Context: an optimization exercise on an open-source flow, tuned for small area. The choices shown serve that exercise and are no tape-out recipe. RTL that was checked went through simulation tests only; none was proved equivalent to the original. Function not checked in runs 4 to 6: the RTL went through the layout flow alone. No activity file was given, so power comes from the tool's default toggle rates.

==> design/flow/design.v <==
module sp_parser (
    input  wire        clk,
    input  wire        rst,         
    input  wire        in_valid,    
    input  wire [7:0]  in_byte,
    input  wire        json_ok,     
    output wire        st_valid,    
    output wire [7:0]  status,      
    output wire        pay_valid,   
    output wire [7:0]  pay_byte,
    output wire [1:0]  msg_state,   
    output wire [1:0]  msg_tag,     
    output wire [15:0] msg_props,
    output wire [15:0] msg_cmd,
    output wire [15:0] msg_plen,
    output wire        msg_stby,
    output wire [31:0] hb_epoch,
    output wire [31:0] hb_serial,
    output wire [15:0] hb_volt,
    output wire [7:0]  hb_temp,
    output wire [7:0]  hb_mode
);
    localparam [1:0] TAG_SAR  = 2'd1;
    localparam [1:0] TAG_STBY = 2'd2;
    localparam [1:0] TAG_HB   = 2'd3;
    reg        r_st_valid;
    reg        r_pay_valid;
    reg  [7:0] r_pay_byte;
    reg        m_valid;         
    reg        m_cinv;          
    reg        ez, ex, ey;
    reg  [3:0] idx;             
    reg  [1:0] tag;             
    reg        hck_hi;          
    reg [10:0] acc;             
    reg [15:0] pck;             
    reg [15:0] props;
    reg  [7:0] sh [0:10];       
    wire       push    = in_valid;
    wire       scan    = (idx[3:1] == 3'd0);
    wire       is_sig  = (in_byte == 8'h54);
    wire       in_pay  = (idx == 4'd12);
    wire       at_cmd  = (idx == 4'd9);
    wire       at_len  = (idx == 4'd11);
    wire       is_hb   = (tag == TAG_HB);
    wire [1:0] code    = (in_byte == 8'h03) ? TAG_SAR  :
                         (in_byte == 8'h05) ? TAG_STBY :
                         (in_byte == 8'h08) ? TAG_HB   : 2'd0;
    wire       cmd_bad = !((in_byte == 8'hFF) && (tag != 2'd0));
    wire [10:0] acc_sub = acc - (in_pay ? 11'd1 : {3'd0, in_byte});
    wire [15:0] pck_sub = pck - {8'd0, in_byte};
    wire [15:0] len    = {in_byte, sh[0]};
    wire       len_bad = (tag == TAG_STBY) ? (len != 16'd1) :
                         is_hb             ? (len != 16'd15) :
                                             (len > 16'd1012);
    wire       acc_lo0 = (acc_sub[3:0] == 4'd0);
    wire       acc_hi0 = (acc_sub[10:4] == 7'd0);
    wire       hck_bad = hck_hi || !(acc_lo0 && acc_hi0);
    wire       hdr_bad = len_bad || hck_bad;
    wire       len_zero = (len == 16'd0);
    wire       done_hdr = at_len && !hdr_bad && len_zero;
    wire       done_pay = in_pay && acc_lo0 && (is_hb || acc_hi0);
    wire       done     = done_hdr || done_pay;
    wire       pck_ok   = (pck_sub == 16'd0);
    wire       sh_pay   = in_pay && ((tag == TAG_STBY) ||
                                     (is_hb && (acc[3] || acc[2])));
    wire       sh_en    = (idx[3:1] == 3'd5) || sh_pay;
    always @(posedge clk) begin
        r_pay_byte <= in_byte;
        if (rst) begin
            r_st_valid  <= 1'b0;
            r_pay_valid <= 1'b0;
            m_valid     <= 1'b0;
            m_cinv      <= 1'b0;
            ez          <= 1'b0;
            ex          <= 1'b0;
            ey          <= 1'b0;
            idx         <= 4'd0;
        end else begin
            r_st_valid  <= push;
            r_pay_valid <= push && in_pay;
            if (push) begin
                m_valid <= 1'b0;
                m_cinv  <= 1'b0;
                ez      <= 1'b0;
                ex      <= 1'b0;
                ey      <= 1'b0;
                if (scan) begin
                    if (is_sig) begin
                        idx <= idx + 4'd1;
                    end else begin
                        idx <= 4'd0;
                        ez  <= 1'b1;
                    end
                end else if (at_cmd && cmd_bad) begin
                    idx <= 4'd0;
                    ez  <= 1'b1;
                    ey  <= 1'b1;
                end else if (at_len && hdr_bad) begin
                    idx <= 4'd0;
                    ex  <= len_bad;
                    ey  <= hck_bad;
                end else if (done) begin
                    idx <= 4'd0;
                    if (!pck_ok) begin
                        ez <= 1'b1;
                        ex <= 1'b1;
                    end else if (tag == TAG_SAR && !json_ok)
                        m_cinv <= 1'b1;
                    else
                        m_valid <= 1'b1;
                end else if (!in_pay) begin
                    idx <= idx + 4'd1;
                end
            end
        end
    end
    integer k;
    always @(posedge clk) begin
        if (push) begin
            case (idx)
                4'd2: acc[7:0]  <= in_byte;
                4'd3: begin
                    acc[10:8] <= in_byte[2:0];
                    hck_hi    <= (in_byte[7:3] != 5'd0);
                end
                4'd4: pck[7:0]  <= in_byte;
                4'd5: pck[15:8] <= in_byte;
                4'd6: props[7:0]  <= in_byte;
                4'd7: props[15:8] <= in_byte;
                4'd8: tag <= code;
                4'd11: acc <= {1'b0, in_byte[1:0], sh[0]};
                default: ;
            endcase
            if ((idx >= 4'd6 && idx <= 4'd10) || in_pay)
                acc <= acc_sub;
            if (in_pay)
                pck <= pck_sub;
            if (sh_en) begin
                sh[0] <= in_byte;
                for (k = 1; k < 11; k = k + 1)
                    sh[k] <= sh[k-1];
            end
            if (sh_pay)
                {acc[10:4], hck_hi} <= sh[10];
        end
    end
    wire [7:0] hb_b0 = {acc[10:4], hck_hi};
    assign st_valid  = r_st_valid;
    assign pay_valid = r_pay_valid;
    assign pay_byte  = r_pay_byte;
    assign status    = {1'b0, m_cinv, ez & ex, !ez & ey, !ez & ex,
                        ez & ey, ez & !ex & !ey, m_valid};
    assign msg_state = {m_valid | m_cinv, m_cinv};
    assign msg_tag   = m_valid ? tag : 2'd0;
    assign msg_props = props;
    assign msg_cmd   = {8'hFF, 4'h0, is_hb, tag == TAG_STBY,
                        tag == TAG_SAR, !is_hb};
    assign msg_plen  = (tag == TAG_SAR)  ? {6'd0, sh[0][1:0], sh[1]} :
                       (tag == TAG_STBY) ? 16'd1 : 16'd15;
    assign msg_stby  = (sh[0] != 8'd0);
    assign hb_epoch  = {sh[8], sh[9], sh[10], hb_b0};
    assign hb_serial = {sh[4], sh[5], sh[6], sh[7]};
    assign hb_volt   = {sh[2], sh[3]};
    assign hb_temp   = sh[1];
    assign hb_mode   = sh[0];
endmodule
==> design/flow/run.sh <==
#!/bin/bash
# synth_recipe.tcl (not shown) runs the flow's synth.tcl, then flattens the netlist and writes it again
# the make line also repeats each setting of config.mk as NAME=value (left out here)
make -C /OpenROAD-flow-scripts/flow DESIGN_CONFIG=/design/flow/config.mk WORK_HOME=/design/flow/orfs CLKGATE_MAP_FILE= SYNTH_SCRIPT=/design/flow/synth_recipe.tcl finish
==> design/flow/config.mk <==
export PLATFORM = sky130hd
export DESIGN_NAME = sp_parser
export DESIGN_NICKNAME = sp_parser
export VERILOG_FILES = /design/flow/design.v
export SDC_FILE = /design/flow/constraint.sdc
export NUM_CORES = 4
export LEC_CHECK = 0
export CAP_MARGIN = 20
export CORE_MARGIN = 2
export CORE_UTILIZATION = 40
export CTS_BUF_LIST = sky130_fd_sc_hd__clkbuf_8
export CTS_CLUSTER_DIAMETER = 100
export CTS_CLUSTER_SIZE = 30
export SLEW_MARGIN = 20
==> design/flow/constraint.sdc <==
create_clock -name core_clock -period 6.0 [get_ports {clk}]
set_input_delay 1.2000 -clock core_clock [delete_from_list [all_inputs] [get_ports {clk}]]
set_output_delay 1.2000 -clock core_clock [all_outputs]
set_load 0.01 [all_outputs]
==> results of run 1 <==
-- Yosys cell counts (all sizes together), types with 3 or more instances --
cell,instances
and3,8
ha,20
o211ai,6
dfxtp,19
a21o,5
nor3,14
a21oi,21
or2,3
nor4,6
nor2b,9
and2,16
inv,25
clkbuf,14
nor3b,3
o21ai,37
a211oi,7
nand2,49
or4,3
xnor2,11
o21a,4
a21boi,4
buf,33
nand2b,8
a31oi,4
nor2,42
mux2,5
xor2,12
nand3,11
edfxtp,134
nand3b,3
-- registers in the layout, summed over array words and instances, names as in the netlist --
register     cells
sh              88
pck             16
props           16
acc             11
r_pay_byte       8
idx              4
tag              2
ex               1
ey               1
ez               1
hck_hi           1
m_cinv           1
m_valid          1
r_pay_valid      1
r_st_valid       1
-- critical path, stage by stage (launching register included) --
cell       delay (ns)
dfxtp_1          0.48
inv_1            0.13
ha_1             0.28
nand3_1          0.39
buf_4            0.31
nand2_1          0.18
ha_1             0.44
nor2_1           0.07
a2111oi_0        0.66
nor2_1           0.14
xor2_1           0.22
or4_4            0.57
a211oi_2         0.31
nand2b_1         0.11
a211oi_2         0.21
-- how the worst max path moves through the flow --
| stage | startpoint | slack (ns) | endpoint | depth (start not counted) |
|---|---|---|---|---|
| finish | idx[1]$_SDFFE_PP0P_ | 1.42 | idx[2]$_SDFFE_PP0P_ | 14 |
| global placement | in_byte[0] | 1.07 | idx[2]$_SDFFE_PP0P_ | 12 |
| detailed placement | in_byte[0] | 1.06 | idx[2]$_SDFFE_PP0P_ | 12 |
| CTS | idx[1]$_SDFFE_PP0P_ | 1.47 | idx[2]$_SDFFE_PP0P_ | 14 |
| global route | idx[1]$_SDFFE_PP0P_ | 1.01 | idx[2]$_SDFFE_PP0P_ | 14 |
| floorplan | idx[1]$_SDFFE_PP0P_ | 1.59 | sh[0][0]$_DFFE_PP_ | 7 |
-- layer usage --
layer	vias to the layer above	global-route usage
li1	2405	-
met2	246	0.317
met3	25	0.0574
met4	0	0.0790
met1	2490	0.296
met5	-	0
-- power breakdown --
group	switching [mW]	internal, mW
sequential	0.00463	1.15
combinational	0.0838	0.0559
clock	0.437	0.301
-- area by class of cell --
type | instances | area [um^2] | area share
sequential | 153 | 4400 | 0.479
multi-input combinational | 372 | 2380 | 0.259
timing repair buffer | 170 | 1670 | 0.182
tap | 225 | 282 | 0.0306
clock buffer | 17 | 234 | 0.0254
clock inverter | 15 | 133 | 0.0144
inverter | 25 | 93.8 | 0.0102
-- cell families (layout without fill, tap and decap cells) --
| group | count (synthesis) | in the layout |
|---|---|---|
| DFF | 153 | 153 |
| xor gates and xnor gates | 23 | 23 |
| and+or+nand+nor | 188 | 188 |
| AOI/OAI and AO/OA | 113 | 113 |
| adders and majority gates | 22 | 22 |
| other | 2 | 19 |
| buffers and inverters | 72 | 227 |
| muxes | 7 | 7 |
-- stage by stage --
stage | power [mW] | hold slack (ns) | cells | utilization | area, um^2
global route | 2.11 | 0.451 | 977 | 0.532 | 9200
CTS | 2.05 | 0.456 | 977 | 0.532 | 9200
finish | 2.03 | 0.450 | 977 | 0.532 | 9200
floorplan | 1.27 | 0.455 | 597 | - | 7160
detailed placement | 1.32 | 0.434 | 945 | 0.511 | 8840
global placement | 1.32 | 0.431 | 945 | 0.511 | 8840
==> summary.txt, run 1 <==
Yosys
  • Post-synthesis share of cell area spent on xor and xnor gates: 0.0284
  • Number of library cell types mapped by synthesis: 68
  • Proportion of synthesized area in mux cells: 0.0108
  • Cell types occupying the most area after synthesis: edfxtp_1, dfxtp_1, ha_1, buf_4, o21ai_0
  • Top flip-flop cell by instance count after synthesis: edfxtp_1
  • Share of synthesized cell area in full adder, half adder and majority cells: 0.0409
  • Fraction of synthesized cell area taken by the top area cell type: 0.567
  • Sequential share of the synthesized area: 0.621
  • Mean instance size in the synthesized netlist: 12.2 um^2
  • Cell area after technology mapping: 0.00710 mm^2
  • Cell count after synthesis: 580
  • Flip-flop and latch count after synthesis: between 150 and 200
  • Area fraction in and, or, nand and nor cells after synthesis: 0.137
  • Fraction of synthesis flops using an asynchronous set or reset pin: 0
  • Area fraction in compound gates after synthesis: 0.107
  • Main combinational cell family by area after synthesis: simple AND/OR/NAND/NOR gates
  • Yosys warning total: 2
  • Count of flip-flops with a built-in enable after synthesis: around 130
  • Synth area leader: edfxtp_1

STA
  • Clock period minus worst slack: 4.58 ns
  • Setup repair after global routing missed its margin: false
  • Peak clock frequency supported by timing: 219 MHz
  • Worst setup slack after layout: 1.42 ns
  • Maximum clock skew at final layout: 0.0115 ns
  • Number of setup violations in the final report: 0
  • Final Slew Violations: 0
  • Normalized max-slew margin: 0.359
  • Actual slew at the worst max-slew pin: 0.961 ns
  • Setup TNS: 0 ns
  • Number of endpoints with negative hold slack in the final report: 0
  • Final cycle utilization of the critical path: 0.763

Route
  • Routed metal-1 wirelength: between 8000 and 9000 um
  • Antenna Nets Post-Route: 0
  • DR DRC count: 0
  • Top routing layer in use: met4
  • Mean routed wirelength per cell: 19.7 um
  • First-pass iteration count of the detailed router: 5
  • Number of design-rule violations left by the first detailed-router iteration: about 350
  • Total length of routed met3 wires: 1450 um
  • Via Count: 5166
  • WL final: ~19000 um
  • Wire length on met2: 8660 um
  • Detailed-route vias per instance: 5.29

Placement
  • Number of buffers added on ports: 159
  • Placement-stage worst setup slack: 1.06 ns
  • Total half-perimeter wirelength after legalization and detailed placement: 14100 um
  • Routability congestion estimate: 0.903

Min path
  • Hold Startpoint: sh[8][1]$_DFFE_PP_
  • Class of the tightest hold or removal check: register to register
  • Hold path depth: 0
  • End point of the worst hold path: sh[9][1]$_DFFE_PP_

Floorplan
  • Ports: ~180
  • Die footprint: 0.0188 mm^2
  • Area of the placeable core: 0.0173 mm^2
  • Width of the chip: 137 um
  • Vert. Die Dim: 137 um
  • Initial core utilization: 0.410
  • Number of placement rows: 48

Global route
  • Vias in the first global route: 5050
  • Maximum number of pins on one net before global-route repair: 40
  • Overall Global Routing Usage: 0.212
  • Global-route wire length before repair: 29300 um
  • Initial antenna violation count: 0
  • Total grt overflow: 0

Critical path
  • R2R Setup Slk: 1.42 ns
  • Crit path launch type: register
  • Worst setup path class: register to register
  • Required time reported for the critical path endpoint: 6.38 ns
  • Worst reg2reg startpoint: idx[1]$_SDFFE_PP0P_
  • Critical-path maximum fanout: 15
  • Logic depth of the worst register-to-register path: 14
  • Crit Reg-Reg Endpoint: idx[2]$_SDFFE_PP0P_
  • Kind of end point of the critical path: register
  • Arrival time worst endpoint: about 5 ns

Clocking
  • Clock latency reported for the late side of the worst-skew pair: 0.45 ns
  • Clock sinks: about 150
  • Clock slew seen by the registers of the worst setup and hold paths: around 0.09 ns
  • TritonCTS clock tree: done
  • Deepest clock path buffer count: 2
  • CTS buffer count: 17
  • Number of cells upsized or downsized after cts: 0
  • Cell at the root of the clock tree: clkbuf_8
  • Depth of the CTS H-tree: 4
  • Number of setup buffers added after CTS: 0
  • Hold buffers post-CTS: 0

Cells and area
  • Number of fill cells: 1522
  • Top library cells by usage in the layout, fill and taps aside: clkdlybuf4s50_1, edfxtp_1, nand2_1
  • Layout net count: a little under 800
  • Most common cell after layout, fill and taps aside: clkdlybuf4s50_1
  • Fraction of layout instances using a drive strength above 1: 0.0811
  • Number of inserted diodes: 0
  • Relative area change from synthesis to final layout: 29.7%

Power and ir drop
  • Maximum ir drop on the vdd rail: 147 uV
  • Power Density: between 200 and 250 mW/mm^2
  • Leakage power summed over all cells: about 3.3 nW

Flow run
  • Number of maximum-capacitance constraint violations: 0

Outcome
  • Status: complete, no violations
==> run 2: changes to the inputs <==
==> design/flow/flow/run.sh (new file) <==
#!/bin/bash
set -euo pipefail
bash standard.sh "BUFFER_PORTS_ARGS=-buffer_cell sky130_fd_sc_hd__buf_1" finish > flow_standard.log 2>&1
==> design/flow/standard.sh (new file) <==
#!/bin/bash
# synth_recipe.tcl (not shown) runs the flow's synth.tcl, then flattens the netlist and writes it again
# the make line also repeats each setting of config.mk as NAME=value (left out here)
make -C /OpenROAD-flow-scripts/flow DESIGN_CONFIG=/design/flow/config.mk WORK_HOME=/design/flow/orfs CLKGATE_MAP_FILE= SYNTH_SCRIPT=/design/flow/synth_recipe.tcl "${@:-finish}"
--- a/design/flow/config.mk
+++ b/design/flow/config.mk
@@ -8,7 +8,4 @@
 export CAP_MARGIN = 20
 export CORE_MARGIN = 2
 export CORE_UTILIZATION = 40
-export CTS_BUF_LIST = sky130_fd_sc_hd__clkbuf_8
-export CTS_CLUSTER_DIAMETER = 100
-export CTS_CLUSTER_SIZE = 30
 export SLEW_MARGIN = 20
removed: design/flow/run.sh
==> run 2 against run 1 <==
Net effect:
- still clean
- flip-flop and latch count did not move
- wire length fell by 4.7%
- power rose by 18%
- area after synthesis did not move
- utilization fell by 4.4 points
- critical path type unchanged
==> summary.txt, run 2 <==
Outcome
  • Status: complete, no violations

Power and ir drop
  • Power dissipated by switching net loads: 0.540 mW (+2.8%)
  • Maximum ir drop on the vdd rail: 230 uV (+57%)
  • Clock power frac: 0.465 (+0.102)
  • Final total power: 2.40 mW (+18%)
  • Power share of the sequential group: 0.482 (-0.086)
  • Fraction of power spent switching nets: 0.225 (-0.0337)
  • Internal power summed over all cells: 1.86 mW (+24%)
  • Leakage power summed over all cells: 2.96 nW (-10%)
  • Power Density: 285 mW/mm^2 (+29%)
  • Proportion of power drawn by combinational gates: 0.053 (-0.016)

Yosys
  • Flip-flop and latch count after synthesis: 153 (unchanged)
  • Cell types occupying the most area after synthesis: edfxtp_1, dfxtp_1, ha_1, buf_4, o21ai_0
  • Mean instance size in the synthesized netlist: 12.2 um^2 (unchanged)
  • Cell area after technology mapping: 0.00710 mm^2 (unchanged)
  • Most common library cells after synthesis: edfxtp_1, nand2_1, nor2_1
  • Fraction of synthesized cell area taken by the top area cell type: 0.567 (unchanged)
  • Number of library cell types mapped by synthesis: 68 (unchanged)
  • Top flip-flop cell by instance count after synthesis: edfxtp_1
  • Sequential share of the synthesized area: 0.621 (unchanged)
  • Synth area leader: edfxtp_1
  • Cell count after synthesis: 580 (unchanged)
  • Yosys warning total: 2 (unchanged)
  • Fraction of synthesis flops using an asynchronous set or reset pin: 0 (unchanged)
  • Count leader, synth: edfxtp_1
  • Count of flip-flops with a built-in enable after synthesis: 134 (unchanged)

Critical path
  • Arrival time worst endpoint: 5.05 ns (+0.10 ns)
  • Required time reported for the critical path endpoint: 6.34 ns (-0.04 ns)
  • Crit path launch type: register
  • Critical-path maximum fanout: 20 (+5)
  • Worst setup path class: register to register
  • Kind of end point of the critical path: register

Floorplan
  • Width of the chip: 137 um (unchanged)
  • Area of the placeable core: 0.0173 mm^2 (unchanged)
  • Number of placement rows: 48 (unchanged)
  • Initial core utilization: 0.410 (unchanged)
  • Ports: 179 (unchanged)
  • Die footprint: 0.0188 mm^2 (unchanged)
  • Vert. Die Dim: 137 um (unchanged)

STA
  • Actual slew at the worst max-slew pin: 0.720 ns (-0.241 ns)
  • Peak clock frequency supported by timing: 213 MHz (-2.7%)
  • Worst hold slack: 0.444 ns (-0.00614 ns)
  • Final cycle utilization of the critical path: 0.784 (+0.0212)
  • Maximum clock skew at final layout: 0.00895 ns (-0.00257 ns)
  • Clock period minus worst slack: 4.70 ns (+0.127 ns)
  • Setup repair after global routing missed its margin: false
  • Final Slew Violations: 0 (unchanged)
  • Number of setup violations in the final report: 0 (unchanged)
  • Number of endpoints with negative hold slack in the final report: 0 (unchanged)
  • Setup TNS: 0 ns (unchanged)
  • Normalized max-slew margin: 0.508 (+0.148)

Clocking
  • TritonCTS clock tree: done
  • Clock slew seen by the registers of the worst setup and hold paths: 0.06 ns (-0.03 ns)
  • Clock sinks: 153 (unchanged)
  • Clock latency reported for the late side of the worst-skew pair: 0.42 ns (-0.03 ns)
  • Depth of the CTS H-tree: 4 (unchanged)
  • CTS buffer count: 17 (unchanged)
  • Number of setup buffers added after CTS: 0 (unchanged)
  • Hold buffers post-CTS: 0 (unchanged)
  • Number of cells upsized or downsized after cts: 0 (unchanged)
  • Cell at the root of the clock tree: clkbuf_16
  • Deepest clock path buffer count: 2 (unchanged)

Cells and area
  • Layout net count: 770 (-0.39%)
  • Top library cells by usage in the layout, fill and taps aside: buf_1, edfxtp_1, nand2_1
  • Flip-flop count of the largest register after layout: 88 (unchanged)
  • Most common cell after layout, fill and taps aside: buf_1
  • Relative area change from synthesis to final layout: 19.0%
  • Largest registers: sh (88), pck (16), props (16)
  • Largest reg by FF count: sh
  • Fraction of layout instances using a drive strength above 1: 0.0735 (-0.00759)
  • Number of inserted diodes: 0 (unchanged)

Route
  • Via Count: 5132 (-0.66%)
  • DR DRC count: 0 (unchanged)
  • Antenna Nets Post-Route: 0 (unchanged)
  • WL final: 18300 um (-4.7%)
  • Mean routed wirelength per cell: 18.8 um (-4.3%)
  • First-pass iteration count of the detailed router: 5 (unchanged)
  • Number of design-rule violations left by the first detailed-router iteration: 390 (+12%)
  • Detailed-route vias per instance: 5.27 (-0.25%)

Global route
  • Overall Global Routing Usage: 0.199 (-0.0128)
  • Total grt overflow: 0 (unchanged)
  • Global-route wire length before repair: 27700 um (-5.3%)
  • Maximum number of pins on one net before global-route repair: 75 (+88%)
  • Initial antenna violation count: 0 (unchanged)
  • Vias in the first global route: 4932 (-2.3%)

Placement
  • Number of buffers added on ports: 159 (unchanged)
  • Total half-perimeter wirelength after legalization and detailed placement: 13400 um (-4.8%)
  • Routability congestion estimate: 0.875 (-3.1%)

Min path
  • Class of the tightest hold or removal check: register to register

Flow run
  • Number of maximum-capacitance constraint violations: 0 (unchanged)
==> run 2: cell counts after synthesis <==
Identical to the previous run, type by type.
==> run 2: worst max-delay path, stage by stage (launching register included) <==
cell	delay (ns)
dfxtp_1	0.38
inv_1	0.12
ha_1	0.29
nand3_1	0.55
nand2_1	0.37
inv_1	0.09
fa_1	0.44
nand2b_1	0.18
a2111oi_0	0.64
nor2_1	0.14
xor2_1	0.22
or4_4	0.57
a211oi_2	0.32
nand2b_1	0.11
a211oi_2	0.21
==> run 2: power by group through the flow <==
stage                     combinational, mW  sequential, mW  clock, mW
after detailed placement              0.124            1.18          0
after global routing                  0.140            1.16       1.18
after CTS                             0.125            1.16       1.14
after global placement                0.122            1.18          0
final                                 0.127            1.16       1.12
after floorplan                      0.0942            1.18          0
==> run 2: routing by layer <==
layer	part of all wire	track usage
met1	0.45	0.276
met2	0.46	0.306
met3	0.079	0.0545
met4	0.014	0.0624
met5	0	0
==> run 2: logic make-up after synthesis <==
family                   Yosys count  synth area share
multiplexers                       7            0.0108
other                              2           0.00106
XOR/XNOR                          23            0.0284
buffers and inverters             72            0.0547
AO/OA/AOI/OAI                    113             0.107
flip-flops                       153             0.621
AND/OR/NAND/NOR                  188             0.137
adder cells (fa/ha/maj)           22            0.0409
==> run 2: area by class of cell <==
| cell class | count | area [um^2] |
|---|---|---|
| sequential | 153 | 4400 |
| clock inverter | 14 | 190 |
| timing repair buffer | 167 | 669 |
| multi-input combinational | 372 | 2380 |
| inverter | 25 | 93.8 |
| fill | 1592 | 8850 |
| clock buffer | 17 | 425 |
| tap | 225 | 282 |
==> run 2: stage by stage <==
step / util / setup WS (ns) / instance area [um^2] / cells
3_3_place_gp: 0.453 / 1.33 / 7830 / 942
6_report: 0.488 / 1.30 / 8440 / 973
3_5_place_dp: 0.453 / 1.26 / 7830 / 942
2_1_floorplan: - / 1.59 / 7160 / 597
5_1_grt: 0.488 / 0.984 / 8440 / 973
4_1_cts: 0.488 / 1.33 / 8440 / 973
==> run 2: worst paths after layout <==
| path | slack (ns) | endpoint | cells after the start | start |
|---|---|---|---|---|
| hold / removal | 0.44 | sh[6][7]$_DFFE_PP_ | 0 | sh[5][7]$_DFFE_PP_ |
| setup / recovery | 1.30 | idx[2]$_SDFFE_PP0P_ | 14 | idx[1]$_SDFFE_PP0P_ |
| hold reg to reg | 0.44 | sh[6][7]$_DFFE_PP_ | 0 | sh[5][7]$_DFFE_PP_ |
| setup reg to reg | 1.30 | idx[2]$_SDFFE_PP0P_ | 14 | idx[1]$_SDFFE_PP0P_ |
==> run 3: changes to the inputs <==
==> design/flow/flow/run.sh (replaced) <==
#!/bin/bash
set -euo pipefail
bash standard.sh \
  "BUFFER_PORTS_ARGS=-buffer_cell sky130_fd_sc_hd__buf_1" \
  "CTS_ARGS=-sink_clustering_enable -repair_clock_nets -dont_use_dummy_load -buf_list sky130_fd_sc_hd__clkbuf_8 -sink_clustering_size 30 -sink_clustering_max_diameter 80" \
  finish > flow_standard.log 2>&1
--- a/design/flow/config.mk
+++ b/design/flow/config.mk
@@ -7,5 +7,5 @@
 export LEC_CHECK = 0
 export CAP_MARGIN = 20
 export CORE_MARGIN = 2
-export CORE_UTILIZATION = 40
+export CORE_UTILIZATION = 65
 export SLEW_MARGIN = 20
==> run 3 against run 2 <==
Net effect:
- still clean on timing, DRC and antenna
- power shrank 23%
- area after synthesis is the same
- worst setup slack gained 0.036 ns
- wire length shrank 5.2%
- clock power shrank about 50%
- first-iteration DRC count grew 77%
- global-route usage grew 10 points
- die area shrank 37%
- critical path type unchanged
- critical endpoint unchanged
==> summary.txt, run 3 <==
Global route
  • Overall Global Routing Usage: 0.303 (+0.104)
  • Vias in the first global route: 4954 (+0.45%)
  • Initial antenna violation count: 0 (unchanged)
  • Global-route wire length before repair: 26300 um (-5.2%)
  • Maximum number of pins on one net before global-route repair: 61 (-19%)
  • Total grt overflow: 0 (unchanged)

Cells and area
  • Fraction of the core area covered by cells at the end of the flow: 0.744 (+0.255)
  • Fraction of layout instances using a drive strength above 1: 0.0598 (-0.0137)
  • Post-route cell area: 0.00799 mm^2 (-5.4%)
  • Number of inserted diodes: 0 (unchanged)
  • Most common cell after layout, fill and taps aside: buf_1
  • Largest registers: sh (88), pck (16), props (16)
  • Largest reg by FF count: sh
  • Top library cells by usage in the layout, fill and taps aside: buf_1, edfxtp_1, nand2_1
  • Final cell count without fillers: 876 (-10%)
  • Layout net count: 772 (+0.26%)
  • Relative area change from synthesis to final layout: 12.6%
  • Flip-flop count of the largest register after layout: 88 (unchanged)

Critical path
  • Critical-path maximum fanout: 15 (-25%)
  • Logic depth of the worst register-to-register path: 14 (unchanged)
  • Number of buffer and inverter stages on the critical path: 2 (unchanged)
  • Kind of end point of the critical path: register
  • Cell type group with the largest total delay on the critical path: simple AND/OR/NAND/NOR gates
  • Crit Reg-Reg Endpoint: idx[2]$_SDFFE_PP0P_
  • Critical Path, Cell by Cell: inv_1 > ha_1 > nand3_1 > buf_4 > nand2_1 > ha_1 > nor4b_1 > a211oi_1 > nor4bb_1 > o2111ai_1 > or4_4 > a211oi_2 > nand2b_1 > a211oi_2
  • Crit path launch type: register
  • Critical Path Start: idx[1]$_SDFFE_PP0P_
  • Crit path max-delay cell type: or4_4
  • Max incr delay on CP: 0.59 ns (-0.05 ns)
  • Worst setup path class: register to register
  • Required time reported for the critical path endpoint: 6.33 ns (about the same)
  • R2R Setup Slk: 1.33 ns (+0.04 ns)
  • Number of cells on the critical path: 14 (unchanged)
  • Worst reg2reg startpoint: idx[1]$_SDFFE_PP0P_
  • Arrival time worst endpoint: 4.99 ns (-0.06 ns)

Flow run
  • Number of maximum-capacitance constraint violations: 0 (unchanged)

Route
  • DR DRC count: 0 (unchanged)
  • WL final: 17400 um (-5.2%)
  • Antenna Nets Post-Route: 0 (unchanged)
  • Number of design-rule violations left by the first detailed-router iteration: 689 (+77%)
  • First-pass iteration count of the detailed router: 7 (+2)
  • Via Count: 5286 (+3.0%)
  • Mean routed wirelength per cell: 19.8 um (+5.3%)
  • Detailed-route vias per instance: 6.03 (+14%)

Power and ir drop
  • Leakage power summed over all cells: 2.81 nW (-5.2%)
  • Internal power summed over all cells: 1.45 mW (-22%)
  • Power Density: 231 mW/mm^2 (-19%)
  • Final total power: 1.85 mW (-23%)
  • Clock power frac: 0.304 (-0.161)
  • Fraction of power spent switching nets: 0.216 (-0.00818)
  • Proportion of power drawn by combinational gates: 0.070 (+0.017)
  • Power share of the sequential group: 0.627 (+0.145)
  • Maximum ir drop on the vdd rail: 189 uV (-18%)
  • Power dissipated by switching net loads: 0.400 mW (-26%)

Yosys
  • Fraction of synthesized cell area taken by the top area cell type: 0.567 (unchanged)
  • Sequential share of the synthesized area: 0.621 (unchanged)
  • Count leader, synth: edfxtp_1
  • Cell count after synthesis: 580 (unchanged)
  • Synth area leader: edfxtp_1
  • Number of library cell types mapped by synthesis: 68 (unchanged)
  • Most common library cells after synthesis: edfxtp_1, nand2_1, nor2_1
  • Top flip-flop cell by instance count after synthesis: edfxtp_1
  • Flip-flop and latch count after synthesis: 153 (unchanged)
  • Fraction of synthesis flops using an asynchronous set or reset pin: 0 (unchanged)
  • Cell area after technology mapping: 0.00710 mm^2 (unchanged)
  • Count of flip-flops with a built-in enable after synthesis: 134 (unchanged)
  • Mean instance size in the synthesized netlist: 12.2 um^2 (unchanged)
  • Cell types occupying the most area after synthesis: edfxtp_1, dfxtp_1, ha_1, buf_4, o21ai_0
  • Yosys warning total: 2 (unchanged)

Placement
  • Instance area at placement: 0.00773 mm^2 (-1.3%)
  • Routability congestion estimate: 0.944 (+7.8%)
  • Number of buffers added on ports: 159 (unchanged)
  • Placement-stage worst setup slack: 1.28 ns (+0.0164 ns)
  • Total half-perimeter wirelength after legalization and detailed placement: 12600 um (-6.4%)
  • Placed instance count: 858 (-8.9%)

STA
  • Worst setup slack after layout: 1.33 ns (+0.0364 ns)
  • Clock period minus worst slack: 4.67 ns (-0.0364 ns)
  • Final Slew Violations: 0 (unchanged)
  • Setup repair after global routing missed its margin: false
  • Maximum clock skew at final layout: 0.0256 ns (+0.0167 ns)
  • Number of endpoints with negative hold slack in the final report: 0 (unchanged)
  • Setup TNS: 0 ns (unchanged)
  • Normalized max-slew margin: 0.440 (-0.0675)
  • Actual slew at the worst max-slew pin: 0.837 ns (+0.117 ns)
  • Worst hold slack: 0.438 ns (-0.00558 ns)
  • Final cycle utilization of the critical path: 0.778 (-0.00606)
  • Peak clock frequency supported by timing: 214 MHz (+0.78%)
  • Number of setup violations in the final report: 0 (unchanged)

Floorplan
  • Die footprint: 0.0118 mm^2 (-37%)
  • Vert. Die Dim: 108 um (-21%)
  • Area of the placeable core: 0.0107 mm^2 (-38%)
  • Width of the chip: 108 um (-21%)
  • Ports: 179 (unchanged)
  • Number of placement rows: 38 (-21%)
  • Initial core utilization: 0.660 (+0.250)

Min path
  • Class of the tightest hold or removal check: register to register
  • End point of the worst hold path: sh[8][7]$_DFFE_PP_
  • Hold Startpoint: sh[7][7]$_DFFE_PP_
  • Hold path depth: 0 (unchanged)

Outcome
  • Status: complete, no violations

Clocking
  • Clock slew seen by the registers of the worst setup and hold paths: 0.07 ns (about the same)
  • TritonCTS clock tree: done
  • Hold buffers post-CTS: 0 (unchanged)
  • Number of cells upsized or downsized after cts: 0 (unchanged)
  • Number of setup buffers added after CTS: 0 (unchanged)
  • CTS buffer count: 17 (unchanged)
  • Clock sinks: 153 (unchanged)
  • Cell at the root of the clock tree: clkbuf_8
  • Clock latency reported for the late side of the worst-skew pair: 0.43 ns (about the same)
  • Depth of the CTS H-tree: 4 (unchanged)
  • Deepest clock path buffer count: 2 (unchanged)
[run 3: cell counts after synthesis]
Identical to the previous run, type by type.
[run 3: worst max path at each step]
stage | endpoint
floorplan | sh[0][0]$_DFFE_PP_
global placement | idx[2]$_SDFFE_PP0P_
detailed placement | idx[2]$_SDFFE_PP0P_
CTS | idx[2]$_SDFFE_PP0P_
global route | idx[2]$_SDFFE_PP0P_
finish | idx[2]$_SDFFE_PP0P_
[run 3: kinds of logic after synthesis]
family | synth area share
adders and majority gates | 0.0409
buffers and inverters | 0.0547
and+or+nand+nor | 0.137
muxes | 0.0108
AOI/OAI and AO/OA | 0.107
other | 0.00106
xor gates and xnor gates | 0.0284
DFF | 0.621
[run 3: final cells by class]
| class | count | area [um^2] |
|---|---|---|
| sequential | 153 | 4400 |
| fill | 750 | 2760 |
| multi-input combinational | 372 | 2380 |
| timing repair buffer | 169 | 704 |
| clock buffer | 17 | 234 |
| tap | 140 | 175 |
| inverter | 25 | 93.8 |
[run 3: power groups by stage]
stage               logic [mW]  clock network (mW)  registers [mW]
finish                   0.129               0.561            1.16
global route             0.141               0.611            1.16
CTS                      0.125               0.570            1.16
detailed placement       0.124                   0            1.18
global placement         0.121                   0            1.18
floorplan               0.0942                   0            1.18
[run 3: per-layer routing]
metal	global-route usage	up-vias	share of wire
li1	-	2381	-
met1	0.428	2541	0.40
met2	0.463	332	0.47
met3	0.0802	32	0.11
met4	0.0989	0	0.018
met5	0	-	0
==> run 4: changes to the inputs <==
--- a/design/flow/design.v
+++ b/design/flow/design.v
@@ -47,8 +47,33 @@
                          (in_byte == 8'h05) ? TAG_STBY :
                          (in_byte == 8'h08) ? TAG_HB   : 2'd0;
     wire       cmd_bad = !((in_byte == 8'hFF) && (tag != 2'd0));
-    wire [10:0] acc_sub = acc - (in_pay ? 11'd1 : {3'd0, in_byte});
-    wire [15:0] pck_sub = pck - {8'd0, in_byte};
+    wire [7:0]  acc_op  = in_pay ? 8'd1 : in_byte;
+    reg  [10:0] acc_sub;
+    reg  [15:0] pck_sub;
+    reg         abr, pbr;
+    integer j;
+    always @* begin
+        abr = 1'b0;
+        for (j = 0; j < 11; j = j + 1) begin
+            if (j < 8) begin
+                acc_sub[j] = acc[j] ^ acc_op[j] ^ abr;
+                abr = (~acc[j] & acc_op[j]) | (~acc[j] & abr) | (acc_op[j] & abr);
+            end else begin
+                acc_sub[j] = acc[j] ^ abr;
+                abr = ~acc[j] & abr;
+            end
+        end
+        pbr = 1'b0;
+        for (j = 0; j < 16; j = j + 1) begin
+            if (j < 8) begin
+                pck_sub[j] = pck[j] ^ in_byte[j] ^ pbr;
+                pbr = (~pck[j] & in_byte[j]) | (~pck[j] & pbr) | (in_byte[j] & pbr);
+            end else begin
+                pck_sub[j] = pck[j] ^ pbr;
+                pbr = ~pck[j] & pbr;
+            end
+        end
+    end
     wire [15:0] len    = {in_byte, sh[0]};
     wire       len_bad = (tag == TAG_STBY) ? (len != 16'd1) :
                          is_hb             ? (len != 16'd15) :
==> run 4 against run 3 <==
Net effect:
- synthesized cell count is 15% lower
- worst hold slack worse by 0.0035 ns
- design area is 2.1% lower
- non-clock buffer count is 19 higher
- worst setup slack worse by 1.2 ns
- power is 2.8% lower
- global-route usage is 1.3 points lower
- die area is 6.7% lower
- maximum frequency is 20% lower
- clock skew is 0.0041 ns higher
- utilization is 5.3 points higher
- clock power is 0.9% lower
- critical path type is now input pin to register
- critical endpoint is now m_cinv$_SDFFE_PP0P_
==> summary.txt, run 4 <==
Critical path
  • Crit Reg-Reg Endpoint: idx[3]$_SDFFE_PP0P_
  • Worst reg2reg startpoint: idx[0]$_SDFFE_PP0P_
  • Critical-path maximum fanout: 3 (-12)
  • Required time reported for the critical path endpoint: 6.36 ns (+0.03 ns)
  • Worst setup path class: input pin to register
  • Crit path launch type: input pin
  • Kind of end point of the critical path: register
  • Logic depth of the worst register-to-register path: 24 (+10)
  • R2R Setup Slk: 0.31 ns (-1.02 ns)
  • Arrival time worst endpoint: 6.21 ns (+1.22 ns)

Cells and area
  • Relative area change from synthesis to final layout: 18.5%
  • Layout net count: 710 (-8.0%)
  • Register area: 0.00440 mm^2 (unchanged)
  • Most common cell after layout, fill and taps aside: buf_1
  • Fraction of layout instances using a drive strength above 1: 0.148 (+0.0886)
  • Area of the multi-input gates: 0.00205 mm^2 (-14%)
  • Number of inserted diodes: 0 (unchanged)
  • Largest registers: sh (88), pck (16), props (16)
  • Number of fill cells: 613 (-18%)
  • Largest reg by FF count: sh
  • Top library cells by usage in the layout, fill and taps aside: buf_1, edfxtp_1, inv_1
  • Flip-flop count of the largest register after layout: 88 (unchanged)

STA
  • Maximum clock skew at final layout: 0.0297 ns (+0.00407 ns)
  • Normalized max-slew margin: 0.384 (-0.0564)
  • Number of endpoints with negative hold slack in the final report: 0 (unchanged)
  • Final cycle utilization of the critical path: 0.976 (+0.199)
  • Number of setup violations in the final report: 0 (unchanged)
  • Actual slew at the worst max-slew pin: 0.922 ns (+0.0856 ns)
  • Peak clock frequency supported by timing: 171 MHz (-20%)
  • Setup repair after global routing missed its margin: false
  • Worst hold slack: 0.435 ns (-0.00354 ns)
  • Clock period minus worst slack: 5.86 ns (+1.19 ns)
  • Final Slew Violations: 0 (unchanged)

Global route
  • Met3 usage: 0.115 (+0.0352)
  • Routing layer with the top usage in global route: met2
  • Met2 Resource Use GR: 0.441 (-0.0223)
  • Global-route wire length before repair: 23800 um (-9.7%)
  • Maximum number of pins on one net before global-route repair: 36 (-41%)
  • Overall Global Routing Usage: 0.291 (-0.0125)
  • Initial antenna violation count: 0 (unchanged)
  • Total grt overflow: 0 (unchanged)
  • Routing usage on met1: 0.386 (-0.0418)
  • Vias in the first global route: 4455 (-10%)

Route
  • DR DRC count: 0 (unchanged)
  • First-pass iteration count of the detailed router: 5 (-2)
  • Detailed-route vias per instance: 5.61 (-7.1%)
  • Mean routed wirelength per cell: 19.4 um (-2.1%)
  • Antenna Nets Post-Route: 0 (unchanged)
  • Number of design-rule violations left by the first detailed-router iteration: 479 (-30%)
  • Via Count: 4485 (-15%)
  • WL final: 15500 um (-11%)

Min path
  • Class of the tightest hold or removal check: register to register
  • Hold path depth: 0 (unchanged)
  • End point of the worst hold path: sh[7][0]$_DFFE_PP_
  • Hold Startpoint: sh[6][0]$_DFFE_PP_

Clocking
  • Hold buffers post-CTS: 0 (unchanged)
  • Depth of the CTS H-tree: 4 (unchanged)
  • Clock slew seen by the registers of the worst setup and hold paths: 0.09 ns (+0.02 ns)
  • Deepest clock path buffer count: 2 (unchanged)
  • Clock latency reported for the late side of the worst-skew pair: 0.45 ns (+0.02 ns)
  • TritonCTS clock tree: done
  • Cell at the root of the clock tree: clkbuf_8
  • Clock sinks: 153 (unchanged)
  • CTS buffer count: 17 (unchanged)

Yosys
  • Sequential share of the synthesized area: 0.667 (+0.0465)
  • Top flip-flop cell by instance count after synthesis: edfxtp_1
  • Count of flip-flops with a built-in enable after synthesis: 134 (unchanged)
  • Count leader, synth: edfxtp_1
  • Number of library cell types mapped by synthesis: 48 (-29%)
  • Flip-flop and latch count after synthesis: 153 (unchanged)
  • Yosys warning total: 2 (unchanged)
  • Mean instance size in the synthesized netlist: 13.4 um^2 (+9.5%)
  • Share of synthesized cell area in full adder, half adder and majority cells: 0.0709 (+0.0300)
  • Fraction of synthesized cell area taken by the top area cell type: 0.610 (+0.0425)
  • Main combinational cell family by area after synthesis: simple AND/OR/NAND/NOR gates
  • Area fraction in and, or, nand and nor cells after synthesis: 0.108 (-0.0284)
  • Synth area leader: edfxtp_1
  • Post-synthesis share of cell area spent on xor and xnor gates: 0.00265 (-0.0257)
  • Cell count after synthesis: 493 (-15%)
  • Proportion of synthesized area in mux cells: 0.0220 (+0.0112)
  • Area fraction in compound gates after synthesis: 0.0603 (-0.0466)
  • Cell types occupying the most area after synthesis: edfxtp_1, dfxtp_1, fa_1, buf_4, ha_1
  • Fraction of synthesis flops using an asynchronous set or reset pin: 0 (unchanged)
  • Cell area after technology mapping: 0.00660 mm^2 (-7.0%)
  • Most common library cells after synthesis: edfxtp_1, inv_1, nor2_1

Floorplan
  • Number of placement rows: 36 (-5.3%)
  • Area of the placeable core: 0.00982 mm^2 (-8.6%)
  • Ports: 179 (unchanged)
  • Initial core utilization: 0.672 (+0.0119)
  • Vert. Die Dim: 105 um (-3.4%)
  • Die footprint: 0.0110 mm^2 (-6.7%)
  • Width of the chip: 105 um (-3.4%)

Placement
  • Routability congestion estimate: 0.890 (-5.7%)
  • Number of buffers added on ports: 159 (unchanged)
  • Total half-perimeter wirelength after legalization and detailed placement: 11200 um (-11%)

Power and ir drop
  • Leakage power summed over all cells: 2.71 nW (-3.6%)
  • Final total power: 1.80 mW (-2.8%)
  • Maximum ir drop on the vdd rail: 207 uV (+9.1%)
  • Power Density: 230 mW/mm^2 (-0.71%)

Outcome
  • Status: complete, no violations

Flow run
  • Number of maximum-capacitance constraint violations: 0 (unchanged)
-- run 4: cell types whose count changed in the layout (fill, tap and decap cells not counted), sizes merged, moves of 6 or more --
| cell | change |
|---|---|
| a21oi | +10 |
| buf | +19 |
| fa | +12 |
| inv | +15 |
| mux2 | +7 |
| nand2 | -14 |
| nor2b | -6 |
| nor3 | -10 |
| o21ai | -21 |
| xnor2 | -10 |
| xor2 | -11 |
-- run 4: critical path, cell delays in order --
cell	delay, ns
buf_4	0.13
ha_4	0.16
fa_2	0.36
fa_2	0.38
fa_2	0.37
fa_2	0.38
fa_2	0.37
fa_2	0.37
fa_2	0.40
ha_4	0.18
ha_4	0.15
ha_4	0.15
ha_4	0.16
ha_4	0.16
ha_4	0.16
ha_4	0.26
nand3_2	0.06
nor2_2	0.13
nand3_2	0.13
nor4_4	0.27
nand3_1	0.12
a21oi_1	0.14
-- run 4: where the power goes --
group | leakage (nW) | internal [mW] | switching [mW]
Combinational | 1.23 | 0.0335 | 0.0552
Sequential | 1.36 | 1.15 | 0.00181
Clock | 0.122 | 0.249 | 0.307
Total | 2.71 | 1.43 | 0.364
-- run 4: worst max path at each step --
stage	from	to	slack, ns	depth (start not counted)
2_1_floorplan	in_byte[0]	ex$_SDFFE_PP0P_	0.009	21
3_3_place_gp	in_byte[0]	m_valid$_SDFFE_PP0P_	-0.29	22
3_5_place_dp	in_byte[0]	m_valid$_SDFFE_PP0P_	-0.48	22
4_1_cts	in_byte[0]	ex$_SDFFE_PP0P_	0.006	22
5_1_grt	in_byte[0]	idx[2]$_SDFFE_PP0P_	0.007	22
6_report	in_byte[0]	m_cinv$_SDFFE_PP0P_	0.14	22
-- run 4: cells by family after synthesis --
logic type | count (synthesis)
xor gates and xnor gates | 2
muxes | 13
AOI/OAI and AO/OA | 65
other | 2
buffers and inverters | 88
DFF | 153
and+or+nand+nor | 141
adders and majority gates | 29
-- run 4: area by class of cell --
cell class,instances,share of cell area
flip-flops and latches,153,0.563
multi-input cells,269,0.262
repair buffers,188,0.105
clock buffers,17,0.0299
well taps,133,0.0213
inverters,40,0.0192
-- run 4: routing by layer --
metal | vias to the layer above | part of all wire
li1 | 2050 | -
met1 | 2121 | 0.39
met2 | 283 | 0.48
met3 | 31 | 0.12
met4 | 0 | 0.020
met5 | - | 0
-- run 4: per-stage QoR --
| step | cell area, um^2 | setup WS, ns | cells | TNS [ns] | util |
|---|---|---|---|---|---|
| final | 7830 | 0.141 | 800 | 0 | 0.797 |
| after global routing | 7830 | 0.00669 | 800 | 0 | 0.797 |
| after global placement | 7380 | -0.292 | 781 | -1.85 | 0.752 |
| after detailed placement | 7380 | -0.484 | 781 | -3.15 | 0.752 |
| after floorplan | 6710 | 0.00949 | 510 | 0 | - |
| after CTS | 7620 | 0.00566 | 798 | 0 | 0.776 |
-- run 4: what timing repair did --
item | 4_1_cts | 5_1_grt
gates resized for setup | 0 | 36
pin swaps | 1 | 21
endpoints found under the setup margin | 2 | 9
setup buffers | 0 | 2
==> run 5: changes to the inputs <==
--- a/design/flow/design.v
+++ b/design/flow/design.v
@@ -37,6 +37,7 @@
     reg [15:0] props;
     reg  [7:0] sh [0:10];       
     wire       push    = in_valid;
+    wire [3:0] idx_inc = {idx[3] ^ (&idx[2:0]), idx[2] ^ (&idx[1:0]), idx[1] ^ idx[0], ~idx[0]};
     wire       scan    = (idx[3:1] == 3'd0);
     wire       is_sig  = (in_byte == 8'h54);
     wire       in_pay  = (idx == 4'd12);
@@ -75,9 +76,11 @@
         end
     end
     wire [15:0] len    = {in_byte, sh[0]};
+    wire       len_gt  = (len[15:10] != 6'd0) ||
+                         ((len[9:4] == 6'h3F) && (len[3] || (len[2] && (len[1] || len[0]))));
     wire       len_bad = (tag == TAG_STBY) ? (len != 16'd1) :
                          is_hb             ? (len != 16'd15) :
-                                             (len > 16'd1012);
+                                             len_gt;
     wire       acc_lo0 = (acc_sub[3:0] == 4'd0);
     wire       acc_hi0 = (acc_sub[10:4] == 7'd0);
     wire       hck_bad = hck_hi || !(acc_lo0 && acc_hi0);
@@ -112,7 +115,7 @@
                 ey      <= 1'b0;
                 if (scan) begin
                     if (is_sig) begin
-                        idx <= idx + 4'd1;
+                        idx <= idx_inc;
                     end else begin
                         idx <= 4'd0;
                         ez  <= 1'b1;
@@ -135,7 +138,7 @@
                     else
                         m_valid <= 1'b1;
                 end else if (!in_pay) begin
-                    idx <= idx + 4'd1;
+                    idx <= idx_inc;
                 end
             end
         end
==> run 5 against run 4 <==
Net effect:
- global-route usage down 1.1 points
- area after synthesis about the same
- design area down 0.90%
- via count down 0.33%
- maximum frequency down 0.50%
- clock power up 1%
- power up 0.14%
- worst setup slack worse by 0.029 ns
- critical path type unchanged
- critical endpoint is now m_valid$_SDFFE_PP0P_
- largest power group unchanged
- highest routed layer unchanged
==> summary.txt, run 5 <==
Outcome
  • Status: complete, no violations

STA
  • Final cycle utilization of the critical path: 0.981 (+0.00487)
  • Clock period minus worst slack: 5.89 ns (+0.0292 ns)
  • Setup TNS: 0 ns (unchanged)
  • Number of endpoints with negative hold slack in the final report: 0 (unchanged)
  • Normalized max-slew margin: 0.304 (-0.0802)
  • Maximum clock skew at final layout: 0.0370 ns (+0.00733 ns)
  • Actual slew at the worst max-slew pin: 1.04 ns (+0.120 ns)
  • Number of setup violations in the final report: 0 (unchanged)
  • Setup repair after global routing missed its margin: true
  • Peak clock frequency supported by timing: 170 MHz (-0.50%)
  • Final Slew Violations: 0 (unchanged)

Yosys
  • Flip-flop and latch count after synthesis: 153 (unchanged)
  • Fraction of synthesis flops using an asynchronous set or reset pin: 0 (unchanged)
  • Mean instance size in the synthesized netlist: 13.7 um^2 (+2.2%)
  • Count leader, synth: edfxtp_1
  • Most common library cells after synthesis: edfxtp_1, nor2_1, a21oi_1
  • Sequential share of the synthesized area: 0.667 (about the same)
  • Number of library cell types mapped by synthesis: 54 (+13%)
  • Count of flip-flops with a built-in enable after synthesis: 134 (unchanged)
  • Cell types occupying the most area after synthesis: edfxtp_1, dfxtp_1, fa_1, buf_4, ha_1
  • Top flip-flop cell by instance count after synthesis: edfxtp_1
  • Cell count after synthesis: 483 (-2.0%)
  • Synth area leader: edfxtp_1
  • Fraction of synthesized cell area taken by the top area cell type: 0.609 (about the same)
  • Cell area after technology mapping: 0.00661 mm^2 (about the same)
  • Yosys warning total: 2 (unchanged)

Route
  • Via Count: 4470 (-0.33%)
  • Number of design-rule violations left by the first detailed-router iteration: 351 (-27%)
  • Detailed-route vias per instance: 5.69 (+1.4%)
  • DR DRC count: 0 (unchanged)
  • Mean routed wirelength per cell: 19.3 um (-0.54%)
  • Antenna Nets Post-Route: 0 (unchanged)
  • First-pass iteration count of the detailed router: 5 (unchanged)
  • WL final: 15200 um (-2.3%)

Clocking
  • Depth of the CTS H-tree: 4 (unchanged)
  • Deepest clock path buffer count: 2 (unchanged)
  • Clock latency reported for the late side of the worst-skew pair: 0.45 ns (about the same)
  • Cell at the root of the clock tree: clkbuf_8
  • Number of setup buffers added after CTS: 0 (unchanged)
  • CTS buffer count: 17 (unchanged)
  • TritonCTS clock tree: done
  • Clock sinks: 153 (unchanged)
  • Clock slew seen by the registers of the worst setup and hold paths: 0.08 ns (about the same)
  • Hold buffers post-CTS: 0 (unchanged)

Cells and area
  • Number of fill cells: 618 (+0.82%)
  • Top library cells by usage in the layout, fill and taps aside: buf_1, edfxtp_1, nor2_1
  • Largest reg by FF count: sh
  • Number of inserted diodes: 0 (unchanged)
  • Relative area change from synthesis to final layout: 17.4%
  • Largest registers: sh (88), pck (16), props (16)
  • Layout net count: 697 (-1.8%)
  • Register area: 0.00440 mm^2 (unchanged)
  • Final cell count without fillers: 786 (-1.8%)
  • Fraction of layout instances using a drive strength above 1: 0.124 (-0.0244)
  • Flip-flop count of the largest register after layout: 88 (unchanged)
  • Area of the multi-input gates: 0.00204 mm^2 (-0.49%)
  • Most common cell after layout, fill and taps aside: buf_1

Global route
  • Global-route wire length before repair: 23100 um (-2.8%)
  • Overall Global Routing Usage: 0.280 (-0.0110)
  • Vias in the first global route: 4301 (-3.5%)
  • Total grt overflow: 0 (unchanged)
  • Initial antenna violation count: 0 (unchanged)
  • Maximum number of pins on one net before global-route repair: 34 (-5.6%)

Critical path
  • Required time reported for the critical path endpoint: 6.36 ns (about the same)
  • Arrival time worst endpoint: 6.25 ns (+0.04 ns)
  • Crit path launch type: input pin
  • Kind of end point of the critical path: register
  • Critical-path maximum fanout: 2 (-1)
  • Worst setup path class: input pin to register

Floorplan
  • Number of placement rows: 36 (unchanged)
  • Die footprint: 0.0110 mm^2 (about the same)
  • Ports: 179 (unchanged)
  • Initial core utilization: 0.673 (about the same)
  • Area of the placeable core: 0.00982 mm^2 (unchanged)
  • Vert. Die Dim: 105 um (about the same)
  • Width of the chip: 105 um (about the same)

Placement
  • Number of buffers added on ports: 159 (unchanged)
  • Routability congestion estimate: 0.905 (+1.7%)
  • Placed instance count: 769 (-1.5%)
  • Total half-perimeter wirelength after legalization and detailed placement: 10600 um (-4.9%)

Power and ir drop
  • Power Density: 232 mW/mm^2 (+1.0%)
  • Maximum ir drop on the vdd rail: 185 uV (-10%)
  • Leakage power summed over all cells: 2.68 nW (-1.0%)
  • Final total power: 1.80 mW (+0.14%)

Min path
  • Class of the tightest hold or removal check: register to register

Flow run
  • Number of maximum-capacitance constraint violations: 0 (unchanged)
-- run 5: cell count changes after synthesis, sizes merged, moves of 5 or more --
cell and change:
a211oi +6, nand2 -16, inv -6, and2 +10, o21ai -11, a21oi +7, mux2 -5
-- run 5: kinds of logic after synthesis --
logic type,Yosys count,share of synthesized area
DFF,153,0.667
and+or+nand+nor,136,0.110
buffers and inverters,80,0.0632
AOI/OAI and AO/OA,71,0.0687
adders and majority gates,30,0.0727
muxes,9,0.0150
other,2,0.00114
xor gates and xnor gates,2,0.00265
-- run 5: metrics by stage --
step           area [um^2]   util  setup WS (ns)  hold WS, ns
5_1_grt               7750  0.790        0.00886        0.446
2_1_floorplan         6700      -         -0.190        0.457
6_report              7750  0.790          0.112        0.441
4_1_cts               7610  0.775        -0.0167        0.444
3_3_place_gp          7360  0.749         -0.442        0.429
3_5_place_dp          7360  0.749         -0.623        0.432
-- run 5: critical path, cell delays in order --
cell and delay (ns):
buf_8 0.10, ha_4 0.15, fa_2 0.33, fa_2 0.34, fa_2 0.35, fa_2 0.35, fa_2 0.36, fa_2 0.36
fa_2 0.38, ha_4 0.18, ha_4 0.15, ha_4 0.16, ha_4 0.16, ha_4 0.15, ha_4 0.15, ha_4 0.26
and4_1 0.19, nand2_1 0.05, or4_4 0.46, nor3_4 0.16, o211ai_1 0.12, a21oi_1 0.14
-- run 5: path summary, 6_finish.rpt --
check / from / end / slack, ns / cells after the start
max: in_byte[0] / m_valid$_SDFFE_PP0P_ / 0.11 / 22
min: sh[8][1]$_DFFE_PP_ / sh[9][1]$_DFFE_PP_ / 0.44 / 0
max reg2reg: idx[0]$_SDFFE_PP0P_ / idx[0]$_SDFFE_PP0P_ / 0.45 / 22
min reg2reg: sh[8][1]$_DFFE_PP_ / sh[9][1]$_DFFE_PP_ / 0.44 / 0
-- run 5: cell type report --
class                   instances  share of cell area
well taps                     133              0.0215
flip-flops and latches        153               0.568
clock buffers                  17              0.0302
inverters                      35              0.0169
multi-input cells             267               0.263
repair buffers                181               0.100
-- run 5: report_power, final --
part           internal [mW]  switching, mW
clock network          0.249          0.314
logic                 0.0316         0.0532
registers               1.15        0.00175
-- run 5: repair_timing --
action                     in CTS  in global routing
gates resized for setup         6                 22
pin swaps                       3                  4
setup endpoints to repair       2                  8
-- run 5: metal layers --
layer  wire length, um  up-vias  part of all wire  global-route usage
met2              7220      276              0.48               0.433
met4               204        0             0.013              0.0895
li1                  -     2023                 -                   -
met3              1550       19              0.10              0.0842
met5                 0        -                 0                   0
met1              6210     2152              0.41               0.386
==> run 6: changes to the inputs <==
--- a/design/flow/design.v
+++ b/design/flow/design.v
@@ -81,15 +81,14 @@
     wire       len_bad = (tag == TAG_STBY) ? (len != 16'd1) :
                          is_hb             ? (len != 16'd15) :
                                              len_gt;
-    wire       acc_lo0 = (acc_sub[3:0] == 4'd0);
-    wire       acc_hi0 = (acc_sub[10:4] == 7'd0);
-    wire       hck_bad = hck_hi || !(acc_lo0 && acc_hi0);
+    wire       acc_hi0 = (acc[10:4] == 7'd0);
+    wire       hck_bad = hck_hi || (acc != {3'd0, in_byte});
     wire       hdr_bad = len_bad || hck_bad;
     wire       len_zero = (len == 16'd0);
     wire       done_hdr = at_len && !hdr_bad && len_zero;
-    wire       done_pay = in_pay && acc_lo0 && (is_hb || acc_hi0);
+    wire       done_pay = in_pay && (acc[3:0] == 4'd1) && (is_hb || acc_hi0);
     wire       done     = done_hdr || done_pay;
-    wire       pck_ok   = (pck_sub == 16'd0);
+    wire       pck_ok   = (pck == {8'd0, in_byte});
     wire       sh_pay   = in_pay && ((tag == TAG_STBY) ||
                                      (is_hb && (acc[3] || acc[2])));
     wire       sh_en    = (idx[3:1] == 3'd5) || sh_pay;
==> run 6 against run 5 <==
Net effect:
- global-route usage down 0.63 points
- still clean
- wire length shrank 1.8%
- area after synthesis grew 3.6%
- sequential share of layout area is 0.21 points higher
- cell count is 3.4% higher
- highest routed layer unchanged
- clock power about the same
- count of clock-buffer cells in the layout did not move
- flip-flop and latch count is the same
- synthesized cell count increased by 7.7%
- worst hold slack improved by 0.0052 ns
- register-to-register slack worse by 0.14 ns
- clock skew is 0.018 ns lower
==> summary.txt, run 6 <==
Outcome
  • Status: complete, no violations

Clocking
  • Clock latency reported for the late side of the worst-skew pair: 0.44 ns (about the same)
  • Cell at the root of the clock tree: clkbuf_8
  • Clock sinks: 153 (unchanged)
  • Clock slew seen by the registers of the worst setup and hold paths: 0.07 ns (about the same)
  • Number of cells upsized or downsized after cts: 0 (-6)
  • TritonCTS clock tree: done
  • CTS buffer count: 17 (unchanged)
  • Deepest clock path buffer count: 2 (unchanged)
  • Hold buffers post-CTS: 0 (unchanged)
  • Depth of the CTS H-tree: 4 (unchanged)
  • Number of setup buffers added after CTS: 0 (unchanged)

Route
  • Total length of routed met3 wires: 1560 um (+0.26%)
  • Via Count: 4612 (+3.2%)
  • Mean routed wirelength per cell: 18.3 um (-5.1%)
  • Number of design-rule violations left by the first detailed-router iteration: 396 (+13%)
  • Routed metal-1 wirelength: 6160 um (-0.69%)
  • Antenna Nets Post-Route: 0 (unchanged)
  • DR DRC count: 0 (unchanged)
  • Wire length on met2: 6860 um (-4.9%)
  • First-pass iteration count of the detailed router: 4 (-1)
  • Top routing layer in use: met4
  • WL final: 14900 um (-1.8%)
  • Detailed-route vias per instance: 5.67 (-0.25%)

Min path
  • Class of the tightest hold or removal check: register to register
  • Hold Startpoint: sh[9][0]$_DFFE_PP_

STA
  • Normalized max-slew margin: 0.280 (-0.0241)
  • Worst hold slack: 0.446 ns (+0.00520 ns)
  • Worst setup slack after layout: 0.315 ns (+0.202 ns)
  • Final Slew Violations: 0 (unchanged)
  • Final cycle utilization of the critical path: 0.948 (-0.0337)
  • Peak clock frequency supported by timing: 176 MHz (+3.6%)
  • Maximum clock skew at final layout: 0.0193 ns (-0.0178 ns)
  • Number of setup violations in the final report: 0 (unchanged)
  • Number of endpoints with negative hold slack in the final report: 0 (unchanged)
  • Setup repair after global routing missed its margin: false
  • Clock period minus worst slack: 5.69 ns (-0.202 ns)
  • Actual slew at the worst max-slew pin: 1.08 ns (+0.0384 ns)

Power and ir drop
  • Final total power: 1.80 mW (-0.19%)
  • Internal power summed over all cells: 1.43 mW (-0.18%)
  • Maximum ir drop on the vdd rail: 194 uV (+4.8%)
  • Leakage power summed over all cells: 2.71 nW (+0.97%)
  • Power share of the sequential group: 0.642 (+0.002)
  • Power dissipated by switching net loads: 0.368 mW (-0.22%)
  • Proportion of power drawn by combinational gates: 0.046 (about the same)
  • Power Density: 232 mW/mm^2 (+0.18%)
  • Clock power frac: 0.313 (about the same)
  • Fraction of power spent switching nets: 0.205 (about the same)

Critical path
  • Crit path launch type: register
  • Worst reg2reg startpoint: idx[1]$_SDFFE_PP0P_
  • Arrival time worst endpoint: 5.85 ns (-0.40 ns)
  • Critical Path Start: idx[1]$_SDFFE_PP0P_
  • Required time reported for the critical path endpoint: 6.16 ns (-0.20 ns)
  • Kind of end point of the critical path: register
  • Worst setup path class: register to register
  • Critical-path maximum fanout: 9 (+7)

Cells and area
  • Number of fill cells: 703 (+14%)
  • Fraction of layout instances using a drive strength above 1: 0.0753 (-0.0487)
  • Most common cell after layout, fill and taps aside: buf_1
  • Layout net count: 728 (+4.4%)
  • Largest registers: sh (88), pck (16), props (16)
  • Area of the multi-input gates: 0.00207 mm^2 (+1.3%)
  • Register area: 0.00440 mm^2 (unchanged)
  • Largest reg by FF count: sh
  • Final cell count without fillers: 813 (+3.4%)
  • Flip-flop count of the largest register after layout: 88 (unchanged)
  • Top library cells by usage in the layout, fill and taps aside: buf_1, edfxtp_1, nor2_1
  • Relative area change from synthesis to final layout: 12.9%
  • Number of inserted diodes: 0 (unchanged)

Yosys
  • Synth area leader: edfxtp_1
  • Sequential share of the synthesized area: 0.644 (-0.0230)
  • Cell count after synthesis: 520 (+7.7%)
  • Top flip-flop cell by instance count after synthesis: edfxtp_1
  • Mean instance size in the synthesized netlist: 13.2 um^2 (-3.8%)
  • Cell types occupying the most area after synthesis: edfxtp_1, dfxtp_1, ha_1, fa_1, buf_4
  • Fraction of synthesized cell area taken by the top area cell type: 0.588 (-0.0210)
  • Yosys warning total: 2 (unchanged)
  • Count of flip-flops with a built-in enable after synthesis: 134 (unchanged)
  • Flip-flop and latch count after synthesis: 153 (unchanged)
  • Number of library cell types mapped by synthesis: 54 (unchanged)
  • Cell area after technology mapping: 0.00684 mm^2 (+3.6%)
  • Fraction of synthesis flops using an asynchronous set or reset pin: 0 (unchanged)
  • Most common library cells after synthesis: edfxtp_1, nor2_1, inv_1, nand2_1, buf_4
  • Count leader, synth: edfxtp_1

Placement
  • Placement-stage worst setup slack: -0.0466 ns (+0.577 ns)
  • Total half-perimeter wirelength after legalization and detailed placement: 10500 um (-0.91%)
  • Placed instance count: 796 (+3.5%)
  • Routability congestion estimate: 0.853 (-5.7%)
  • Number of buffers added on ports: 159 (unchanged)

Floorplan
  • Ports: 179 (unchanged)
  • Initial core utilization: 0.666 (-0.00697)
  • Vert. Die Dim: 107 um (+1.7%)
  • Die footprint: 0.0114 mm^2 (+3.4%)
  • Width of the chip: 107 um (+1.7%)
  • Area of the placeable core: 0.0103 mm^2 (+4.7%)
  • Number of placement rows: 37 (+2.8%)

Global route
  • Global-route wire length before repair: 23000 um (-0.39%)
  • Overall Global Routing Usage: 0.274 (-0.00632)
  • Vias in the first global route: 4369 (+1.6%)
  • Total grt overflow: 0 (unchanged)
  • Maximum number of pins on one net before global-route repair: 89 (+160%)
  • Initial antenna violation count: 0 (unchanged)

Flow run
  • Number of maximum-capacitance constraint violations: 0 (unchanged)
## run 6: cell types whose count changed after synthesis, sizes merged, moves of 5 or more
cell | previous run | this run
nand2 | 19 | 35
o21ai | 5 | 17
a21oi | 38 | 30
a211oi | 9 | 2
and2 | 25 | 18
ha | 16 | 23
nor3 | 5 | 12
xnor2 | 2 | 9
nor4 | 4 | 10
buf | 32 | 37
## run 6: cell type report
| class | instances | share of cell area |
|---|---|---|
| Sequential cell | 153 | 0.570 |
| Multi-Input combinational cell | 296 | 0.268 |
| Timing Repair Buffer | 174 | 0.0918 |
| Clock buffer | 17 | 0.0303 |
| Tap cell | 136 | 0.0220 |
| Inverter | 37 | 0.0180 |
## run 6: power groups by stage
stage          logic (mW)  clock network (mW)  registers, mW
2_1_floorplan      0.0558                   0           1.18
5_1_grt            0.0912               0.610           1.15
4_1_cts            0.0814               0.575           1.15
3_3_place_gp       0.0780                   0           1.18
3_5_place_dp       0.0802                   0           1.18
6_report           0.0821               0.561           1.15
## run 6: logic make-up (layout without fill, tap and decap cells)
logic type	count (synthesis)	after routing	share of synthesized area
other cells	2	19	0.00110
buf+inv	88	228	0.0660
compound gates	73	73	0.0687
flops	153	153	0.644
simple gates	149	149	0.112
mux	8	8	0.0132
xor+xnor	10	10	0.0128
fa+ha+maj	37	37	0.0830
## run 6: stage by stage
stage                      util  setup TNS [ns]  area, um^2
after floorplan               -               0        6910
after global placement    0.729               0        7490
after detailed placement  0.729         -0.0732        7490
after CTS                 0.752               0        7730
after global routing      0.752               0        7730
final                     0.752               0        7730
## run 6: path summary, 6_finish.rpt
path	to	slack (ns)	depth (start not counted)
min reg2reg	sh[10][0]$_DFFE_PP_	0.45	0
max reg2reg	acc[10]$_DFFE_PP_	0.31	19
max	acc[10]$_DFFE_PP_	0.31	19
min	sh[10][0]$_DFFE_PP_	0.45	0
## run 6: metal layers
layer  GRT usage  vias up
met4       0.108        0
met1       0.380     2226
met3      0.0888       28
met2       0.407      248
li1            -     2110
met5           0        -
## run 6: critical path, stage by stage (launching register included)
cell	delay, ns
dfxtp_1	0.50
inv_1	0.15
ha_1	0.26
and3_1	0.22
nor2_1	0.14
inv_1	0.06
ha_1	0.20
fa_1	0.42
fa_1	0.42
fa_1	0.44
fa_1	0.46
fa_1	0.44
fa_1	0.44
fa_1	0.44
ha_1	0.21
ha_1	0.19
xnor2_1	0.15
nor2_1	0.05
a31oi_1	0.15
o21ai_1	0.08

-- re-timing with driven ports --
In the flow no input, the clock included, has a driving cell. The finished layouts below were timed again as built, in two steps. Step 1 assumes that a clkbuf_16 drives the clock port and a buf_2 every other input. Step 2 also shifts input and output timing later by t, the mid clock arrival at the registers, as if the neighbouring blocks saw the same clock. a / b / c = no drivers / after step 1 / after step 2; a / b = the first two.
run	shift t [ns]	slack for setup (ns)	worst setup path at the end	cell pins on the clock port's net
run 1	0.485	1.425 / 1.425 / 1.001	input to register	1
run 2	0.462	1.297 / 1.297 / 1.210	input to register	1
run 3	0.458	1.334 / 1.334 / 1.180	input to register	1
run 4	0.471	0.141 / 0.147 / -0.324	input to register	1
run 5	0.473	0.112 / 0.107 / -0.365	input to register	1
run 6	0.469	0.315 / 0.315 / -0.084	input to register	1
With both steps, setup timing fails in run 4, run 5 and run 6, where it was met with ideal ports. For run 5, which loses most, drivers alone change the setup slack by -0.005 ns; drivers and shift together by -0.477 ns.
